Background: an optimization exercise with open tools, aiming at small area, a short achievable clock period and few clock cycles. Do not read the settings as production practice. In this exercise RTL edits were held to simulation tests only and were not proved equivalent to the original. Power and IR drop assume default switching activity.

==> design/flow/design.v <==
module otp_modexp #(
    parameter N = 128
) (
    input  wire         clk,
    input  wire         rst_n,
    input  wire         start,
    input  wire [N-1:0] base,
    input  wire [31:0]  exp,
    input  wire [N-1:0] m,
    output reg          done,
    output reg  [N-1:0] result
);
    localparam CW = $clog2(N);
    localparam S_IDLE = 3'd0;
    localparam S_RED  = 3'd1;
    localparam S_SQR  = 3'd2;
    localparam S_MUL  = 3'd3;
    localparam S_NEXT = 3'd4;
    reg [2:0]    state;
    reg [N-1:0]  b_red;      
    reg [N-1:0]  b_in;       
    reg [31:0]   e;
    reg [4:0]    ebit;       
    reg [CW-1:0] cnt;        
    reg [N-1:0]  acc;        
    wire [N:0]   red_t   = {acc, b_in[cnt]};
    wire         red_ge  = red_t >= {1'b0, m};
    wire [N:0]   red_n   = red_ge ? red_t - {1'b0, m} : red_t;
    wire [N-1:0] y       = (state == S_SQR) ? result : b_red;
    wire [N+1:0] mm_t    = {1'b0, acc, 1'b0} + (result[cnt] ? {2'b00, y} : {(N+2){1'b0}});
    wire [N+1:0] m1      = {2'b00, m};
    wire [N+1:0] m2      = {1'b0, m, 1'b0};
    wire [N+1:0] mm_n    = (mm_t >= m2) ? mm_t - m2 :
                           (mm_t >= m1) ? mm_t - m1 : mm_t;
    always @(posedge clk) begin
        if (!rst_n) begin
            state  <= S_IDLE;
            done   <= 1'b0;
            result <= {N{1'b0}};
            b_red  <= {N{1'b0}};
            b_in   <= {N{1'b0}};
            e      <= 32'd0;
            ebit   <= 5'd0;
            cnt    <= {CW{1'b0}};
            acc    <= {N{1'b0}};
        end else begin
            done <= 1'b0;
            case (state)
                S_IDLE: begin
                    if (start) begin
                        b_in  <= base;
                        e     <= exp;
                        acc   <= {N{1'b0}};
                        cnt   <= N - 1;
                        state <= S_RED;
                    end
                end
                S_RED: begin
                    acc <= red_n[N-1:0];
                    cnt <= cnt - 1'b1;
                    if (cnt == 0) begin
                        b_red  <= red_n[N-1:0];
                        result <= {{(N-1){1'b0}}, 1'b1};
                        acc    <= {N{1'b0}};
                        cnt    <= N - 1;
                        ebit   <= 5'd31;
                        state  <= S_SQR;
                    end
                end
                S_SQR: begin
                    acc <= mm_n[N-1:0];
                    cnt <= cnt - 1'b1;
                    if (cnt == 0) begin
                        result <= mm_n[N-1:0];
                        acc    <= {N{1'b0}};
                        cnt    <= N - 1;
                        state  <= e[ebit] ? S_MUL : S_NEXT;
                    end
                end
                S_MUL: begin
                    acc <= mm_n[N-1:0];
                    cnt <= cnt - 1'b1;
                    if (cnt == 0) begin
                        result <= mm_n[N-1:0];
                        acc    <= {N{1'b0}};
                        cnt    <= N - 1;
                        state  <= S_NEXT;
                    end
                end
                S_NEXT: begin
                    if (ebit == 0) begin
                        done  <= 1'b1;
                        state <= S_IDLE;
                    end else begin
                        ebit  <= ebit - 1'b1;
                        state <= S_SQR;
                    end
                end
                default: state <= S_IDLE;
            endcase
        end
    end
endmodule
module otp_mxe #(
    parameter NMAX = 64,
    parameter BMAX = 64
) (
    input  wire        clk,
    input  wire        rst_n,
    input  wire        sel,
    input  wire        write,
    input  wire [15:0] addr,
    input  wire [31:0] wdata,
    output reg  [31:0] rdata,
    output wire        ready,
    output wire        irq
);
    localparam NW  = NMAX / 32;
    localparam BW  = BMAX / 32;
    localparam NLW = $clog2(NMAX + 1);    
    localparam BLW = $clog2(BMAX + 1);    
    localparam KW  = $clog2(NMAX + 1);    
    localparam OP_NOP     = 8'h00;
    localparam OP_EXPAND  = 8'h01;
    localparam OP_MODEXP  = 8'h02;
    localparam OP_GEN     = 8'h03;
    localparam OP_XOR     = 8'h04;
    localparam OP_ZEROIZE = 8'h0F;
    localparam FC_ILLEGAL   = 8'h01;
    localparam FC_PARAM     = 8'h02;
    localparam FC_NOITER    = 8'h03;
    localparam FC_ZEROSEED  = 8'h04;
    localparam FC_SEEDSIZE  = 8'h05;
    localparam FC_PADBUG    = 8'h06;
    localparam FC_LENGTH    = 8'h07;
    localparam FC_SEQ       = 8'h08;
    localparam E_IDLE     = 3'd0;
    localparam E_DISPATCH = 3'd1;
    localparam E_EXPAND   = 3'd2;
    localparam E_MODEXP   = 3'd3;
    localparam E_GEN      = 3'd4;
    localparam E_GENCHK   = 3'd5;
    reg [NMAX-1:0] phi_q, seed_q;
    reg [BMAX-1:0] pad_q, dat_q;
    reg [31:0]     e_q, k_q, r_q, nbits_q, b_q;
    reg [1:0]      ctrl_q;
    reg            busy_q, done_q, fault_q, padv_q, lockerr_q, addrerr_q;
    reg [31:0]     cmd_q;
    reg [15:0]     faultreg_q;
    reg [31:0]     finfo_q;
    reg [31:0]     its_q;
    reg [2:0]      est;
    reg [NLW-1:0]  exp_len;      
    reg [BLW-1:0]  gen_rem;      
    reg            mx_start;
    function [NLW-1:0] blen_n;
        input [NMAX-1:0] v;
        integer i;
        begin
            blen_n = {NLW{1'b0}};
            for (i = 0; i < NMAX; i = i + 1)
                if (v[i]) blen_n = i + 1;
        end
    endfunction
    function [BLW-1:0] blen_b;
        input [BMAX-1:0] v;
        integer i;
        begin
            blen_b = {BLW{1'b0}};
            for (i = 0; i < BMAX; i = i + 1)
                if (v[i]) blen_b = i + 1;
        end
    endfunction
    wire [NLW-1:0] philen  = blen_n(phi_q);
    wire [NLW-1:0] seedlen = blen_n(seed_q);
    wire [BLW-1:0] padlen  = blen_b(pad_q);
    wire [BLW-1:0] datlen  = blen_b(dat_q);
    wire            mx_done;
    wire [NMAX-1:0] mx_result;
    otp_modexp #(.N(NMAX)) u_modexp (
        .clk    (clk),
        .rst_n  (rst_n),
        .start  (mx_start),
        .base   (seed_q),
        .exp    (e_q),
        .m      (phi_q),
        .done   (mx_done),
        .result (mx_result)
    );
    wire a_id     = addr == 16'h0000;
    wire a_cfg    = addr == 16'h0001;
    wire a_ctrl   = addr == 16'h0002;
    wire a_status = addr == 16'h0003;
    wire a_cmd    = addr == 16'h0004;
    wire a_fault  = addr == 16'h0005;
    wire a_finfo  = addr == 16'h0006;
    wire a_its    = addr == 16'h0007;
    wire a_e      = addr == 16'h0008;
    wire a_k      = addr == 16'h0009;
    wire a_r      = addr == 16'h000A;
    wire a_nbits  = addr == 16'h000B;
    wire a_b      = addr == 16'h000C;
    wire a_philen = addr == 16'h000D;
    wire a_seedln = addr == 16'h000E;
    wire a_padlen = addr == 16'h000F;
    wire a_datlen = addr == 16'h0010;
    wire a_phiw   = addr[15:8] == 8'h01;
    wire a_seedw  = addr[15:8] == 8'h02;
    wire a_padw   = addr[15:14] == 2'b01;
    wire a_datw   = addr[15:14] == 2'b10;
    wire cls_a    = a_id | a_cfg | a_ctrl | a_status | a_cmd | a_fault | a_finfo | a_its;
    wire cls_b_rw = a_e | a_k | a_r | a_nbits | a_b | a_phiw | a_seedw | a_datw;
    wire cls_b_ro = a_philen | a_seedln | a_padlen | a_datlen | a_padw;
    wire cls_b    = cls_b_rw | cls_b_ro;
    wire [7:0]  nidx = addr[7:0];
    wire [13:0] bidx = addr[13:0];
    wire nidx_ok = nidx < NW;
    wire bidx_ok = bidx < BW;
    assign ready = 1'b1;
    wire [31:0] status_w = {26'd0, addrerr_q, lockerr_q, padv_q, fault_q, done_q, busy_q};
    assign irq = (ctrl_q[0] & done_q) | (ctrl_q[1] & fault_q);
    always @(*) begin
        rdata = 32'd0;
        if (a_id)          rdata = 32'h4F545031;
        else if (a_cfg)    rdata = (BW << 16) | NW;
        else if (a_ctrl)   rdata = {30'd0, ctrl_q};
        else if (a_status) rdata = status_w;
        else if (a_cmd)    rdata = cmd_q;
        else if (a_fault)  rdata = {16'd0, faultreg_q};
        else if (a_finfo)  rdata = finfo_q;
        else if (a_its)    rdata = its_q;
        else if (cls_b && !busy_q) begin
            if (a_e)           rdata = e_q;
            else if (a_k)      rdata = k_q;
            else if (a_r)      rdata = r_q;
            else if (a_nbits)  rdata = nbits_q;
            else if (a_b)      rdata = b_q;
            else if (a_philen) rdata = philen;
            else if (a_seedln) rdata = seedlen;
            else if (a_padlen) rdata = padlen;
            else if (a_datlen) rdata = datlen;
            else if (a_phiw)   rdata = nidx_ok ? phi_q[nidx*32 +: 32]  : 32'd0;
            else if (a_seedw)  rdata = nidx_ok ? seed_q[nidx*32 +: 32] : 32'd0;
            else if (a_padw)   rdata = bidx_ok ? pad_q[bidx*32 +: 32]  : 32'd0;
            else if (a_datw)   rdata = bidx_ok ? dat_q[bidx*32 +: 32]  : 32'd0;
        end
    end
    wire [7:0]  cop      = cmd_q[7:0];
    wire        legal    = (cmd_q[31:8] == 24'd0) &&
                           (cop == OP_NOP || cop == OP_EXPAND || cop == OP_MODEXP ||
                            cop == OP_GEN || cop == OP_XOR || cop == OP_ZEROIZE);
    wire [2:0]  mod_mask = {e_q < 32'd3, ~e_q[0], phi_q == {NMAX{1'b0}}};
    wire [32:0] kr_sum   = {1'b0, k_q} + {1'b0, r_q};
    wire [6:0]  gen_mask = {1'b0,
                            {{(32-NLW){1'b0}}, philen} > nbits_q,
                            nbits_q > NMAX,
                            kr_sum != {1'b0, nbits_q},
                            mod_mask};
    wire [KW-1:0]   kk       = k_q[KW-1:0];
    wire [NMAX-1:0] chunk    = mx_result & ~({NMAX{1'b1}} << kk);
    wire            last_rnd = {{(32-BLW){1'b0}}, gen_rem} <= k_q;
    wire [BMAX-1:0] pad_next = last_rnd
                             ? ((pad_q << gen_rem) | (chunk >> (kk - gen_rem)))
                             : ((pad_q << kk) | chunk);
    wire            pad_top  = pad_q[b_q[BLW-1:0] - 1'b1];
    task kill_pad;
        begin
            pad_q  <= {BMAX{1'b0}};
            padv_q <= 1'b0;
        end
    endtask
    task raise_fault;
        input [7:0]  code;
        input [31:0] info;
        begin
            faultreg_q <= {cmd_q[7:0], code};
            finfo_q    <= info;
            fault_q    <= 1'b1;
            busy_q     <= 1'b0;
            est        <= E_IDLE;
        end
    endtask
    task cmd_ok;
        begin
            done_q <= 1'b1;
            busy_q <= 1'b0;
            est    <= E_IDLE;
        end
    endtask
    always @(posedge clk) begin
        if (!rst_n) begin
            phi_q      <= {NMAX{1'b0}};
            seed_q     <= {NMAX{1'b0}};
            pad_q      <= {BMAX{1'b0}};
            dat_q      <= {BMAX{1'b0}};
            e_q        <= 32'd0;
            k_q        <= 32'd0;
            r_q        <= 32'd0;
            nbits_q    <= 32'd0;
            b_q        <= 32'd0;
            ctrl_q     <= 2'd0;
            busy_q     <= 1'b0;
            done_q     <= 1'b0;
            fault_q    <= 1'b0;
            padv_q     <= 1'b0;
            lockerr_q  <= 1'b0;
            addrerr_q  <= 1'b0;
            cmd_q      <= 32'd0;
            faultreg_q <= 16'd0;
            finfo_q    <= 32'd0;
            its_q      <= 32'd0;
            est        <= E_IDLE;
            exp_len    <= {NLW{1'b0}};
            gen_rem    <= {BLW{1'b0}};
            mx_start   <= 1'b0;
        end else begin
            mx_start <= 1'b0;
            if (sel) begin
                if (cls_a) begin
                    if (write) begin
                        if (a_ctrl) begin
                            ctrl_q <= wdata[1:0];
                        end else if (a_status) begin
                            if (wdata[1]) done_q    <= 1'b0;
                            if (wdata[4]) lockerr_q <= 1'b0;
                            if (wdata[5]) addrerr_q <= 1'b0;
                        end else if (a_cmd) begin
                            if (busy_q || (fault_q && wdata != 32'h0000000F)) begin
                                lockerr_q <= 1'b1;
                            end else begin
                                cmd_q  <= wdata;
                                busy_q <= 1'b1;
                                done_q <= 1'b0;
                                est    <= E_DISPATCH;
                            end
                        end else begin
                            addrerr_q <= 1'b1;
                        end
                    end
                end else if (!cls_b) begin
                    addrerr_q <= 1'b1;
                end else if (busy_q) begin
                    lockerr_q <= 1'b1;
                end else if (write) begin
                    if (fault_q) begin
                        lockerr_q <= 1'b1;
                    end else if (cls_b_ro) begin
                        addrerr_q <= 1'b1;
                    end else if (a_e) begin
                        e_q <= wdata; kill_pad;
                    end else if (a_k) begin
                        k_q <= wdata; kill_pad;
                    end else if (a_r) begin
                        r_q <= wdata; kill_pad;
                    end else if (a_nbits) begin
                        nbits_q <= wdata; kill_pad;
                    end else if (a_b) begin
                        b_q <= wdata; kill_pad;
                    end else if (a_phiw) begin
                        if (nidx_ok) begin
                            phi_q[nidx*32 +: 32] <= wdata; kill_pad;
                        end
                    end else if (a_seedw) begin
                        if (nidx_ok) begin
                            seed_q[nidx*32 +: 32] <= wdata; kill_pad;
                        end
                    end else if (a_datw) begin
                        if (bidx_ok) dat_q[bidx*32 +: 32] <= wdata;
                    end
                end
            end
            case (est)
                E_DISPATCH: begin
                    if (!legal) begin
                        raise_fault(FC_ILLEGAL, cmd_q);
                    end else begin
                        case (cop)
                            OP_NOP: cmd_ok;
                            OP_ZEROIZE: begin
                                phi_q      <= {NMAX{1'b0}};
                                seed_q     <= {NMAX{1'b0}};
                                dat_q      <= {BMAX{1'b0}};
                                e_q        <= 32'd0;
                                k_q        <= 32'd0;
                                r_q        <= 32'd0;
                                nbits_q    <= 32'd0;
                                b_q        <= 32'd0;
                                its_q      <= 32'd0;
                                faultreg_q <= 16'd0;
                                finfo_q    <= 32'd0;
                                fault_q    <= 1'b0;
                                lockerr_q  <= 1'b0;
                                addrerr_q  <= 1'b0;
                                kill_pad;
                                cmd_ok;
                            end
                            OP_EXPAND: begin
                                kill_pad;
                                if (r_q > NMAX)
                                    raise_fault(FC_PARAM, 32'h40);
                                else if (seed_q == {NMAX{1'b0}} && r_q != 32'd0)
                                    raise_fault(FC_ZEROSEED, r_q);
                                else if ({{(32-NLW){1'b0}}, seedlen} > r_q)
                                    raise_fault(FC_SEEDSIZE, {{(32-NLW){1'b0}}, seedlen});
                                else begin
                                    exp_len <= seedlen;
                                    est     <= E_EXPAND;
                                end
                            end
                            OP_MODEXP: begin
                                kill_pad;
                                if (mod_mask != 3'd0)
                                    raise_fault(FC_PARAM, {29'd0, mod_mask});
                                else begin
                                    mx_start <= 1'b1;
                                    est      <= E_MODEXP;
                                end
                            end
                            OP_GEN: begin
                                kill_pad;
                                its_q <= 32'd0;
                                if (gen_mask != 7'd0)
                                    raise_fault(FC_PARAM, {25'd0, gen_mask});
                                else if (k_q == 32'd0)
                                    raise_fault(FC_NOITER, 32'd1);
                                else if (b_q == 32'd0)
                                    raise_fault(FC_NOITER, 32'd2);
                                else if (b_q > BMAX)
                                    raise_fault(FC_LENGTH, b_q);
                                else if ({{(32-NLW){1'b0}}, seedlen} != r_q)
                                    raise_fault(FC_SEEDSIZE, {{(32-NLW){1'b0}}, seedlen});
                                else begin
                                    gen_rem  <= b_q[BLW-1:0];
                                    mx_start <= 1'b1;
                                    est      <= E_GEN;
                                end
                            end
                            OP_XOR: begin
                                if (!padv_q)
                                    raise_fault(FC_SEQ, 32'd0);
                                else if ({{(32-BLW){1'b0}}, datlen} > b_q)
                                    raise_fault(FC_LENGTH, {{(32-BLW){1'b0}}, datlen});
                                else begin
                                    dat_q <= dat_q ^ pad_q;
                                    kill_pad;
                                    cmd_ok;
                                end
                            end
                            default: raise_fault(FC_ILLEGAL, cmd_q);
                        endcase
                    end
                end
                E_EXPAND: begin
                    if ({{(32-NLW){1'b0}}, exp_len} >= r_q) begin
                        cmd_ok;
                    end else begin
                        seed_q  <= {seed_q[NMAX-2:0], ((exp_len + 1'b1) & 2'b11) != 2'b00};
                        exp_len <= exp_len + 1'b1;
                    end
                end
                E_MODEXP: begin
                    if (mx_done) begin
                        seed_q <= mx_result;
                        cmd_ok;
                    end
                end
                E_GEN: begin
                    if (mx_done) begin
                        its_q  <= its_q + 1'b1;
                        pad_q  <= pad_next;
                        seed_q <= mx_result >> kk;
                        if (last_rnd) begin
                            est <= E_GENCHK;
                        end else begin
                            gen_rem  <= gen_rem - kk;
                            mx_start <= 1'b1;
                        end
                    end
                end
                E_GENCHK: begin
                    if (pad_top) begin
                        padv_q <= 1'b1;
                        cmd_ok;
                    end else begin
                        seed_q <= {NMAX{1'b0}};
                        pad_q  <= {BMAX{1'b0}};
                        raise_fault(FC_PADBUG, {{(32-BLW){1'b0}}, padlen});
                    end
                end
                default: ;
            endcase
        end
    end
endmodule
==> design/flow/run.sh <==
#!/bin/bash
# synth_recipe.tcl (not shown) runs the flow's synth.tcl, then flattens the netlist and writes it again
# the make line also repeats each setting of config.mk as NAME=value (left out here)
make -C /OpenROAD-flow-scripts/flow DESIGN_CONFIG=/design/flow/config.mk WORK_HOME=/design/flow/orfs CLKGATE_MAP_FILE= SYNTH_SCRIPT=/design/flow/synth_recipe.tcl finish
==> design/flow/config.mk <==
export PLATFORM = sky130hd
export DESIGN_NAME = otp_mxe
export DESIGN_NICKNAME = otp_mxe
export VERILOG_FILES = /design/flow/design.v
export SDC_FILE = /design/flow/constraint.sdc
export NUM_CORES = 4
export LEC_CHECK = 0
export CAP_MARGIN = 20
export CELL_PAD_IN_SITES_DETAIL_PLACEMENT = 1
export CELL_PAD_IN_SITES_GLOBAL_PLACEMENT = 2
export CORE_MARGIN = 2
export CORE_UTILIZATION = 30
export SLEW_MARGIN = 20
==> design/flow/constraint.sdc <==
create_clock -name core_clock -period 12.0 [get_ports {clk}]
set_input_delay 2.4000 -clock core_clock [delete_from_list [all_inputs] [get_ports {clk}]]
set_output_delay 2.4000 -clock core_clock [all_outputs]
set_load 0.01 [all_outputs]
==> flow_summary.toml <==
[synthesis]
postSynthAreaPerCell_um2 = 7.334
synth.top_cells.by_area = "sky130_fd_sc_hd__dfxtp_1 21%, sky130_fd_sc_hd__nand2_1 8.6%, sky130_fd_sc_hd__a21oi_1 6.9%, sky130_fd_sc_hd__mux4_2 6.7%, sky130_fd_sc_hd__mux2i_1 6.2%"
post_synth_arst_share_pct = 0
number_of_register_bits_inferred_by_synthesis = 853
ys_top_cells_by_count = "1888 x sky130_fd_sc_hd__nand2_1, 1125 x sky130_fd_sc_hd__a21oi_1, 1020 x sky130_fd_sc_hd__nor2_1"
yosys_warnings = 2
syn_std_cell_area_um2 = 82080
ys_seq_area_share_pct = 20.80
synth_area_leader_cell = "sky130_fd_sc_hd__dfxtp_1"
yosys_most_used_dff = "sky130_fd_sc_hd__dfxtp_1"
synth.lib_cells_used.distinct = 121
synth_cells = 11190
synth_top_cell_area_share_pct = 20.80
synth_nets = 11590
synth_enable_flop_cells = 0
synth.most_common_cell = "sky130_fd_sc_hd__nand2_1"

[setup_path]
worst-endpoint-arrival_ns = 12.30
timing.critical_path.from = "u_modexp.cnt[0]"
rr_startpoint = "u_modexp.cnt[0]"
worstReg2RegEnd = "u_modexp.result[61]"
ff2ff_path_depth = 32
timing.critical_path.slowest_stage_cell = "sky130_fd_sc_hd__dfxtp_2"
crit_path_end = "u_modexp.result[61]"
timing.setup.critical_path_class = "reg -> reg"
cp.required_ns = 12.78
start_kind = "flip-flop"
cpPeakStageDelay_ns = 0.90
cp-end-kind = "flip-flop"
r2r_slack_ns = 0.48
crit_path_most_repeated_cell = "sky130_fd_sc_hd__buf_4"
maximum_fanout_along_the_worst_path = 50

[sta]
finalSetupViolations = 0
post-route-min-period_ns = 11.52
achievable-frequency_ghz = 0.08677
worstMarginPinSlew_ns = 1.275
slew_violations = 0
skew_ns = 0.09394
finalSetupTns_ns = 0
whs_ns = 0.4559
unrepaired_setup_endpoints_after_global_routing = "no"
final_hold_viol_count = 0
slew_headroom_pct = 14.13
min_period_over_period_pct = 96.04

[pwr]
post-layout-total-power_mw = 7.025
leakage_nw = 35.59
p_per_area_nw_per_um2 = 76.82
vdd.ir_drop.worst_uv = 130.7

[layout]
syn2layout_area_growth_pct = 11.42
nFillCells = 33110
finish.utilization_pct = 33.51
num-nets-final = 11280
fin_area_um2 = 91460
layout-drive-gt1-share_pct = 10.55

[cts]
clkLatencyLatePin_ns = 0.92
clk_pin_slew_ns = 0.07
total_clock_sinks = 853
cts_tree = "done"
h_tree_depth = 3
cts.hold.buffers_added = 0
cts-buffers-inserted = 119
post_cts_buffers = 0
clock-root-buffer = "sky130_fd_sc_hd__clkbuf_16"
cts_max_path_buffers = 4
cts_resized = 0

[grt]
gr-total-overflow = 0
gr-usage-all-layers_pct = 38.84
maximum_number_of_pins_on_one_net_before_global_route_repair = 126
vias_in_the_first_global_route = 92710
antenna_found_initial = 40
grt_first_pass_wirelength_um = 771300

[detailed_routing]
routed_wire_length_per_instance_um = 38.50
vias = 94800
detail_route.wirelength_um = 561700
dr.pass1.iters = 7
post_route_drc = 0
route.antenna.remaining_nets = 0
routed_via_density = 6.498
first_iter_violations = 11380

[floorplanning]
initial_core_util_pct = 30.08
core_region_area_um2 = 272900
dieHeight_um = 527.1
floorplan.rows = 192
ioPinCount = 86
fp.dieW_um = 527.1
fp.dieArea_um2 = 277800

[status]
run_status = "no timing/DRC/antenna violations"

[placement]
placement.io_buffers = 84
cell_area_placed_um2 = 87200
hpwlAfterDp_um = 421400
gpl.final_weighted_congestion = 0.9934

[job]
max-cap-violations = 0

[min_path]
hp-class = "reg -> reg"
## routing by layer
metal / global-route usage (%) / routed length [um] / vias to the layer above
li1: - / - / 40760
met1: 50.61 / 236400 / 48660
met2: 60.44 / 245900 / 4352
met3: 6.980 / 43240 / 1013
met4: 21.32 / 35990 / 18
met5: 0 / 130 / -
## cells by family after synthesis
logic type | synth area share [%]
AO/OA/AOI/OAI | 28.81
AND/OR/NAND/NOR | 21.53
multiplexers | 14.59
XOR/XNOR | 3.358
flip-flops | 20.80
buffers and inverters | 5.567
other | 0.004568
adder cells (fa/ha/maj) | 5.338
## state kept, by name, summed over array words and instances (netlist names), 64 cells and up
name and count:
u_modexp.b_in 64, phi_q 64, u_modexp.acc 64, u_modexp.result 64
u_modexp.b_red 64, pad_q 64, seed_q 64, dat_q 64
## where the power goes
group	internal (mW)	switching, mW
clock	2.32	1.61
sequential	2.83	0.000349
combinational	0.0467	0.211
total	5.20	1.82
## stage by stage
stage	std cells	worst slack, ns
2_1_floorplan	11190	3.716
3_3_place_gp	14350	0.9356
3_5_place_dp	14350	0.7405
4_1_cts	14570	0.7357
5_1_grt	14570	0.2980
6_report	14590	0.4755
## critical path: cells and delay by family, from the launching register on
| family | cells | cell delay (ns) |
|---|---|---|
| muxes | 2 | 1.22 |
| AOI/OAI and AO/OA | 12 | 3.06 |
| DFF | 1 | 0.90 |
| and+or+nand+nor | 11 | 3.64 |
| buffers and inverters | 5 | 1.60 |
| adders and majority gates | 2 | 0.88 |
## layout make-up
cell class,instances,area [um2],area share [%]
Inverter,254,965.9,1.056
Antenna cell,23,57.56,0.06293
Tap cell,3589,4491,4.910
Clock buffer,177,3497,3.824
Timing Repair Buffer,480,3862,4.223
Sequential cell,853,17110,18.71
Clock inverter,40,639.4,0.6991
Multi-Input combinational cell,9173,60830,66.52
## cells in the final DEF (no fill, tap or decap), types with 134 or more instances in the layout
cell type,n
sky130_fd_sc_hd__nand2_1,1880
sky130_fd_sc_hd__a21oi_1,1123
sky130_fd_sc_hd__nor2_1,1005
sky130_fd_sc_hd__dfxtp_1,840
sky130_fd_sc_hd__o21ai_0,731
sky130_fd_sc_hd__mux2i_1,509
sky130_fd_sc_hd__buf_4,390
sky130_fd_sc_hd__ha_1,338
sky130_fd_sc_hd__mux4_2,246
sky130_fd_sc_hd__inv_1,241
sky130_fd_sc_hd__a211oi_1,204
sky130_fd_sc_hd__nor3_1,195
sky130_fd_sc_hd__nand3_1,184
sky130_fd_sc_hd__a21o_1,182
sky130_fd_sc_hd__xnor2_1,172
sky130_fd_sc_hd__a221oi_1,137
sky130_fd_sc_hd__xor2_1,134
## worst min-delay path by stage
stage / start / slack (ns) / end / cells after the start
finish: u_modexp.b_in[42] / 0.46 / u_modexp.b_in[42] / 2
global route: u_modexp.b_in[54] / 0.47 / u_modexp.b_in[54] / 2
CTS: u_modexp.b_in[54] / 0.46 / u_modexp.b_in[54] / 2
detailed placement: finfo_q[15] / 0.44 / finfo_q[15] / 1
global placement: u_modexp.b_in[9] / 0.44 / u_modexp.b_in[9] / 2
floorplan: u_modexp.ebit[4] / 0.42 / u_modexp.done / 1
Testbench counts, summed over its fixed seeds: cycles 570,380.

[port drivers added, routing unchanged]
In the flow no input, the clock included, has a driving cell. The finished layout below was timed again as built, in two steps. Step 1 (the two cells are an assumption about what drives the block):
set clk [get_ports {clk}]
set_driving_cell -lib_cell sky130_fd_sc_hd__clkbuf_16 $clk
set_driving_cell -lib_cell sky130_fd_sc_hd__buf_2 [delete_from_list [all_inputs] $clk]
Step 2 also shifts input and output timing later by t, the mid clock arrival at the registers, as if the neighbouring blocks saw the same clock. Slacks: ideal / step 1 / step 2; pairs: ideal / step 1.
t (ns): 0.986
setup slack, ns: 0.475 / 0.475 / 0.475
cell pins on the clock port's net: 1
After both steps setup and hold are still met in this run. For this run, drivers alone change the setup slack by 0.000 ns; drivers and shift together by 0.000 ns.
